Source: an optimization exercise on an open RTL-to-GDS flow (aim: small area, a short achievable clock period and few clock cycles). Production flows keep margins and buffers that such runs may drop. Only simulation tests tie the RTL to the original design; equivalence was not proved.

==> run a <==
## pix_encoder
module pix_encoder #(
    parameter W = 8,
    parameter H = 8
) (
    input  wire        clk,
    input  wire        rst,
    input  wire        start,
    input  wire        mode,
    input  wire [7:0]  npix,
    input  wire [87:0] hdr,
    output wire        busy,
    input  wire        pix_valid,
    input  wire [23:0] pix_data,
    output wire        pix_ready,
    output wire        out_valid,
    output wire [7:0]  out_data,
    output wire        out_last,
    input  wire        out_ready,
    output wire        done,
    output wire        err,
    output wire [7:0]  errcode,
    output wire [8:0]  plen,
    output wire [3:0]  bpp,
    output wire [15:0] olen,
    output wire [15:0] sum
);
    localparam NMAX = W * H;                              
    localparam IW   = (NMAX > 1) ? $clog2(NMAX) : 1;      
    localparam CW   = $clog2(NMAX + 1);                   
    localparam [3:0] P_START = 4'd0, P_SIZE0 = 4'd1, P_SIZE1 = 4'd2,
                     P_HDR   = 4'd3, P_CNT   = 4'd4, P_PAL   = 4'd5,
                     P_STRM  = 4'd6, P_CHK0  = 4'd7, P_CHK1  = 4'd8,
                     P_END   = 4'd9, P_FIN   = 4'd10;
    reg          busy_r, done_r, first_r, prdy_r;
    reg          mode_r;
    reg [7:0]    npix_r;
    reg [87:0]   hdr_r;
    reg          err_r, e_bad, e_empty;
    reg [8:0]    olen_r;
    assign busy      = busy_r;
    assign done      = done_r;
    assign pix_ready = prdy_r;
    assign err       = err_r;
  ...
==> flow/config.mk <==
export PLATFORM = sky130hd
export DESIGN_NAME = pix_encoder
export DESIGN_NICKNAME = pix_encoder
export VERILOG_FILES = /design/flow/design.v
export SDC_FILE = /design/flow/constraint.sdc
export NUM_CORES = 4
export LEC_CHECK = 0
export CAP_MARGIN = 20
export CORE_MARGIN = 2
export CORE_UTILIZATION = 60
export CTS_CLUSTER_DIAMETER = 60
export CTS_CLUSTER_SIZE = 25
export SLEW_MARGIN = 20
==> flow/constraint.sdc <==
create_clock -name core_clock -period 15.0 [get_ports {clk}]
set_input_delay 3.0000 -clock core_clock [delete_from_list [all_inputs] [get_ports {clk}]]
set_output_delay 3.0000 -clock core_clock [all_outputs]
set_load 0.01 [all_outputs]
standard.sh (not shown) runs the stock make flow with config.mk's settings and CLKGATE_MAP_FILE= SYNTH_SCRIPT=/design/flow/synth_recipe.tcl, a recipe that flattens the netlist after the stock synthesis.
==> flow/flow/run.sh <==
#!/bin/bash
# The standard layout (the standard.sh: ORFS synthesis, floorplan, place,
# CTS, route, finish) with two changes to how ORFS builds it; the clock period
# and the constraints are unchanged:
#  - every input and output port still gets a buffer, but a plain buf_2
#    instead of the delay buffer (clkdlybuf4s50) buffer_ports picks by default;
#  - the timing repair steps over-fix setup by SETUP_SLACK_MARGIN ns, so they
#    keep shortening paths whose slack at the 15 ns clock is already positive.
# Everything the tools print goes to standard.log; ORFS keeps its per-step
# logs under orfs/logs.
set -euo pipefail
export SETUP_SLACK_MARGIN=10.8
export BUFFER_PORTS_ARGS="-buffer_cell sky130_fd_sc_hd__buf_2"
bash standard.sh > standard.log 2>&1
==> inputs of run b, as changes to run a <==
--- a/flow/design.v
+++ b/flow/design.v
@@ -27,78 +27,85 @@
     localparam NMAX = W * H;                              
     localparam IW   = (NMAX > 1) ? $clog2(NMAX) : 1;      
     localparam CW   = $clog2(NMAX + 1);                   
     localparam [3:0] P_START = 4'd0, P_SIZE0 = 4'd1, P_SIZE1 = 4'd2,
                      P_HDR   = 4'd3, P_CNT   = 4'd4, P_PAL   = 4'd5,
                      P_STRM  = 4'd6, P_CHK0  = 4'd7, P_CHK1  = 4'd8,
                      P_END   = 4'd9, P_FIN   = 4'd10;
     reg          busy_r, done_r, first_r, prdy_r;
+    reg          busy_o;          
     reg          mode_r;
     reg [7:0]    npix_r;
     reg [87:0]   hdr_r;
     reg          err_r, e_bad, e_empty;
     reg [8:0]    olen_r;
-    assign busy      = busy_r;
+    assign busy      = busy_o;
     assign done      = done_r;
     assign pix_ready = prdy_r;
     assign err       = err_r;
     assign errcode   = {1'b0, e_bad, e_empty, e_empty, 2'b00, err_r, 1'b0};
     assign olen      = {7'd0, olen_r};
     wire acc     = start & ~busy_r;
     wire npix_ok = (npix_r != 8'd0) && (npix_r <= NMAX);
     wire err_now = first_r & ~npix_ok;
     reg [23:0]   pix_r;
     reg          pv;              
+    reg [23:0]   pix_r2;
+    reg          pv2;             
     reg [CW-1:0] pcnt;            
     reg          all_taken;
     wire take = pix_valid & prdy_r;
     wire last_pix = ({1'b0, pcnt} + 8'd1 == npix_r);
     reg [23:0]   pal [0:NMAX-1];
     reg [NMAX-1:0] v;             
     reg [CW-1:0] ncol;
     reg [2:0]    b_r;             
     reg [7:0]    p3;              
     reg [9:0]    nb7;             
-    reg [7:0]    sz;              
-    reg [7:0]    sz1;             
+    reg [5:0]    L1r;             
     reg [CW-1:0] plen_r;
     reg [2:0]    bpp_r;
     reg [15:0]   sum_r;
     assign plen = {{(9-CW){1'b0}}, plen_r};
     assign bpp  = {1'b0, bpp_r};
     assign sum  = sum_r;
     wire [NMAX-1:0] v_lo = {v[NMAX-2:0], 1'b1};
     wire [NMAX-1:0] wp   = v_lo & ~v;                     
     reg [NMAX-1:0] match;
-    reg [IW-1:0]   hidx;
+    reg [NMAX-1:0] m_r;           
+    reg            byp_r;         
     integer i;
     always @(*) begin
-        hidx = {IW{1'b0}};
-        for (i = 0; i < NMAX; i = i + 1) begin
+        for (i = 0; i < NMAX; i = i + 1)
             match[i] = v[i] & (pal[i] == pix_r);
-            hidx = hidx | ({IW{match[i]}} & i[IW-1:0]);
-        end
     end
-    wire hit  = |match;
-    wire newc = pv & ~hit;
+    wire same = (pix_r == pix_r2);
+    reg [IW-1:0] hidx;
+    always @(*) begin
+        hidx = byp_r ? ncol[IW-1:0] - 1'b1 : {IW{1'b0}};
+        for (i = 0; i < NMAX; i = i + 1)
+            hidx = hidx | ({IW{m_r[i]}} & i[IW-1:0]);
+    end
+    wire hit  = (|m_r) | byp_r;
+    wire newc = pv2 & ~hit;
     wire       bstep   = (ncol == 2) || (ncol == 4) || (ncol == 8) ||
                          (ncol == 16) || (ncol == 32);
     wire       bstep1  = (ncol == 1) || (ncol == 3) || (ncol == 7) ||
                          (ncol == 15) || (ncol == 31);
     wire [9:0] nb7_n   = nb7 + (bstep ? {3'd0, npix_r[6:0]} : 10'd0);
     wire [9:0] nb7_nn  = nb7 + ((bstep | bstep1) ? {3'd0, npix_r[6:0]} : 10'd0);
-    wire [7:0] p3_n    = p3 + 8'd3;
     wire [10:0] nb7_0  = {3'b000, npix_r} + 11'd7;
-    wire [7:0] sz_nn   = p3 + 8'd6 + {1'b0, nb7_nn[9:3]};
+    wire [7:0] sz      = p3 + {1'b0, nb7[9:3]};       
+    wire [7:0] sz1     = p3 + 8'd3 + {2'b00, L1r};    
     reg [IW-1:0] ist [0:NMAX-1];
     reg [CW-1:0] cnt2;            
-    wire          fill     = all_taken & ~pv & ~cnt2[CW-1];
-    wire          push_idx = pv | fill;
-    wire [IW-1:0] idx_in   = pv ? (hit ? hidx : ncol[IW-1:0]) : {IW{1'b0}};
+    wire          fill     = all_taken & ~pv & ~pv2 & ~cnt2[CW-1];
+    wire          push_idx = pv2 | fill;
+    wire [IW-1:0] idx_in   = pv2 ? (hit ? hidx : ncol[IW-1:0]) : {IW{1'b0}};
     wire          rs_recv  = push_idx & (cnt2[2:0] == 3'd0) & (cnt2 != 0);
     wire          aligned  = cnt2[CW-1];
     reg [3:0]    sect;
     reg [3:0]    k;               
     reg [1:0]    comp;            
     reg [CW-1:0] rp;              
     reg [23:0]   pal_q;           
     reg [2:0]    r;               
@@ -155,20 +162,20 @@
     wire [5:0]  slen      = nb7[8:3];
     reg       ready;
     reg [7:0] pdata;
     always @(*) begin
         ready = 1'b1;
         pdata = 8'h00;
         case (sect)
             P_START: begin ready = npix_ok; pdata = 8'h01; end
-            P_SIZE0: begin ready = all_taken; pdata = sz; end
+            P_SIZE0: begin ready = all_taken & ~pv; pdata = sz; end
             P_SIZE1: pdata = 8'h00;
             P_HDR:   pdata = hdr_r[8*k +: 8];
-            P_CNT:   begin ready = all_taken; pdata = {{(8-CW){1'b0}}, ncol}; end
+            P_CNT:   begin ready = all_taken & ~pv; pdata = {{(8-CW){1'b0}}, ncol}; end
             P_PAL:   pdata = palbyte;
             P_STRM:  begin ready = aligned; pdata = sbyte; end
             P_CHK0:  pdata = csum_full[7:0];
             P_CHK1:  pdata = csum_full[15:8];
             P_END:   pdata = 8'h02;
             default: ready = 1'b0;
         endcase
     end
@@ -182,17 +189,28 @@
     wire rs_emit  = push & (sect == P_STRM) & (r == b_r - 3'd1);
     wire rs       = rs_recv | rs_emit;
     always @(posedge clk) begin
         if (!busy_r) begin
             mode_r <= mode;
             npix_r <= npix;
             hdr_r  <= hdr;
         end
-        pix_r <= pix_data;
+        pix_r  <= pix_data;
+        pix_r2 <= pix_r;
+        m_r    <= match;
+        byp_r  <= pv & pv2 & same & newc;
+    end
+    always @(posedge clk) begin
+        if (rst)
+            busy_o <= 1'b0;
+        else if (acc)
+            busy_o <= 1'b1;
+        else if (err_now | (pop & hl))
+            busy_o <= 1'b0;
     end
     always @(posedge clk) begin
         if (rst) begin
             busy_r  <= 1'b0;
             done_r  <= 1'b0;
             first_r <= 1'b0;
             prdy_r  <= 1'b0;
         end else begin
@@ -211,66 +229,71 @@
                 if (pop & hl) begin
                     busy_r <= 1'b0;
                     done_r <= 1'b1;
                 end
             end
         end
     end
     always @(posedge clk) begin
-        if (first_r) begin
+        if (rst) begin
+            e_bad   <= 1'b0;
+            e_empty <= 1'b0;
+            err_r   <= 1'b0;
+        end else if (first_r) begin
             e_bad   <= (npix_r > NMAX);
             e_empty <= (npix_r == 8'd0);
             err_r   <= ~npix_ok;
         end
         if (err_now)
             olen_r <= 9'd0;
         else if (busy_r)
             olen_r <= mode_r ? ({1'b0, sz} + 9'd4) : ({1'b0, sz} - 9'd13);
     end
     always @(posedge clk) begin
         if (!busy_r) begin
             pv        <= 1'b0;
+            pv2       <= 1'b0;
             pcnt      <= {CW{1'b0}};
             all_taken <= 1'b0;
         end else begin
-            pv <= take;
+            pv  <= take;
+            pv2 <= pv;
             if (take) begin
                 pcnt <= pcnt + 1'b1;
                 if (last_pix) all_taken <= 1'b1;
             end
         end
     end
     genvar ge;
     generate
         for (ge = 0; ge < NMAX; ge = ge + 1) begin : g_pal
             always @(posedge clk) begin
-                if (pv & wp[ge])
-                    pal[ge] <= pix_r;
+                if (pv2 & wp[ge])
+                    pal[ge] <= pix_r2;
                 if (first_r)
                     v[ge] <= 1'b0;
                 else if (newc & wp[ge])
                     v[ge] <= 1'b1;
             end
         end
     endgenerate
     always @(posedge clk) begin
         if (first_r) begin
             ncol <= {CW{1'b0}};
             b_r  <= 3'd1;
             p3   <= 8'd14;
             nb7  <= nb7_0[9:0];
-            sz1  <= 8'd17 + nb7_0[10:3];             
+            L1r  <= nb7_0[8:3];                      
         end else if (newc) begin
             ncol <= ncol + 1'b1;
             if (bstep) b_r <= b_r + 1'b1;
-            p3   <= p3_n;
+            p3   <= p3 + 8'd3;
             nb7  <= nb7_n;
-            sz   <= sz1;
-            sz1  <= sz_nn;
+            L1r  <= nb7_nn[8:3];
         end
     end
     generate
         for (ge = 0; ge < NMAX; ge = ge + 1) begin : g_ist
             if (ge >= NMAX - 8) begin : g_in
                 always @(posedge clk)
                     if (push_idx)
                         ist[ge] <= (ge == NMAX - 1) ? idx_in : ist[ge + 1];
@@ -333,31 +356,37 @@
                 endcase
             end
         end
         if (!busy_r)
             rp <= {CW{1'b0}};
         else if (fetch)
             rp <= rp + 1'b1;
         if (fetch)     
-            pal_q <= (pv & ~v[0]) ? pix_r : palrd;
-        if (push & plast) begin
+            pal_q <= (pv2 & ~v[0]) ? pix_r2 : palrd;
+        if (rst) begin
+            plen_r <= {CW{1'b0}};
+            bpp_r  <= 3'd0;
+            sum_r  <= 16'd0;
+        end else if (push & plast) begin
             plen_r <= ncol;
             bpp_r  <= b_r;
             sum_r  <= csum_full;
         end
         if (first_r)
             csum <= 16'd0;
         else
             csum <= csum_full;
     end
     always @(posedge clk) begin
         if (rst || !busy_r) begin
             hv <= 1'b0;
             tv <= 1'b0;
+            hd <= 8'h00;
+            hl <= 1'b0;
         end else if (pop | ~hv) begin
             if (tv) begin
                 hd <= td; hl <= tl; hv <= 1'b1;
                 tv <= push; td <= pdat; tl <= plast;
             end else begin
                 hd <= pdat; hl <= plast; hv <= push;
             end
         end else if (push) begin
--- a/flow/flow/run.sh
+++ b/flow/flow/run.sh
@@ -4,11 +4,11 @@
 # and the constraints are unchanged:
 #  - every input and output port still gets a buffer, but a plain buf_2
 #    instead of the delay buffer (clkdlybuf4s50) buffer_ports picks by default;
 #  - the timing repair steps over-fix setup by SETUP_SLACK_MARGIN ns, so they
 #    keep shortening paths whose slack at the 15 ns clock is already positive.
 # Everything the tools print goes to standard.log; ORFS keeps its per-step
 # logs under orfs/logs.
 set -euo pipefail
-export SETUP_SLACK_MARGIN=10.8
+export SETUP_SLACK_MARGIN=11
 export BUFFER_PORTS_ARGS="-buffer_cell sky130_fd_sc_hd__buf_2"
 bash standard.sh > standard.log 2>&1
- CAP_MARGIN: 20 -> 50
- CORE_UTILIZATION: 60 -> 40
- CTS_CLUSTER_DIAMETER: 60 -> 70
- CTS_CLUSTER_SIZE: 25 -> 30
- SLEW_MARGIN: 20 -> 50
==> notes <==
- Run b completed with no timing, DRC or antenna violations. Run a did not get past global routing (5_1_grt), error GRT-0116.
- Of run b and run a, run b has the higher area after synthesis (gap about 2%, measured against run a).
- Of run a and run b, run b has the higher synthesized cell count (gap about 8%, measured against run b).
==> figures <==
metric	run a	run b
Run status	stopped before the end	complete, no violations
Last stage reached	global routing (5_1_grt)	-
Count of flip-flops with a built-in enable after synthesis	2,137	2,089
XOR/XNOR Fraction of Synth Area	13.92%	13.89%
Area fraction of the dominant cell type after synthesis	62.04%	59.49%
Effective utilization at floorplan	60.36%	40.20%
# rows	152	188
Quantity of gates resized following cts	361	199
Post-synthesis compound-gate area fraction	8.558%	8.092%
Syn_area_per_cell	14.32 um^2	13.46 um^2
Total clock buffers created by CTS	158	160
# clock sinks	2,302	2,383
Number of register bits inferred by synthesis	2,302	2,383
HPWL after detailed placement	406,600 um	545,800 um
Testbench counts of run a, summed over its fixed seeds: cycles 57,957.
Testbench counts of run b, summed over its fixed seeds: cycles 58,341.

## separate check: timing with driven ports
In the flow no input, the clock included, has a driving cell. The finished layout below was timed again as built, in two steps.
Step 1, drivers: a clkbuf_16 drives clk and a buf_2 each remaining input, both assumed.
Step 2 times the ports against the registers' clock, not the clock port: input delays grow and output delays shrink by t, the midpoint of the rising clock arrivals with the driver on.
Slacks: ideal / step 1 / step 2; pairs: ideal / step 1.
run: run b
t (ns): 1.024
setup WS [ns]: 10.568 / 10.452 / 10.139
latest minus earliest clock arrival (ns): 0.085 / 0.085
slew at the worst register clock pin (ns): 0.12 / 0.12
pins driven straight from the clock port: 1
After both steps setup and hold are still met in run b. For run b, drivers alone change the setup slack by -0.116 ns; drivers and shift together by -0.429 ns.
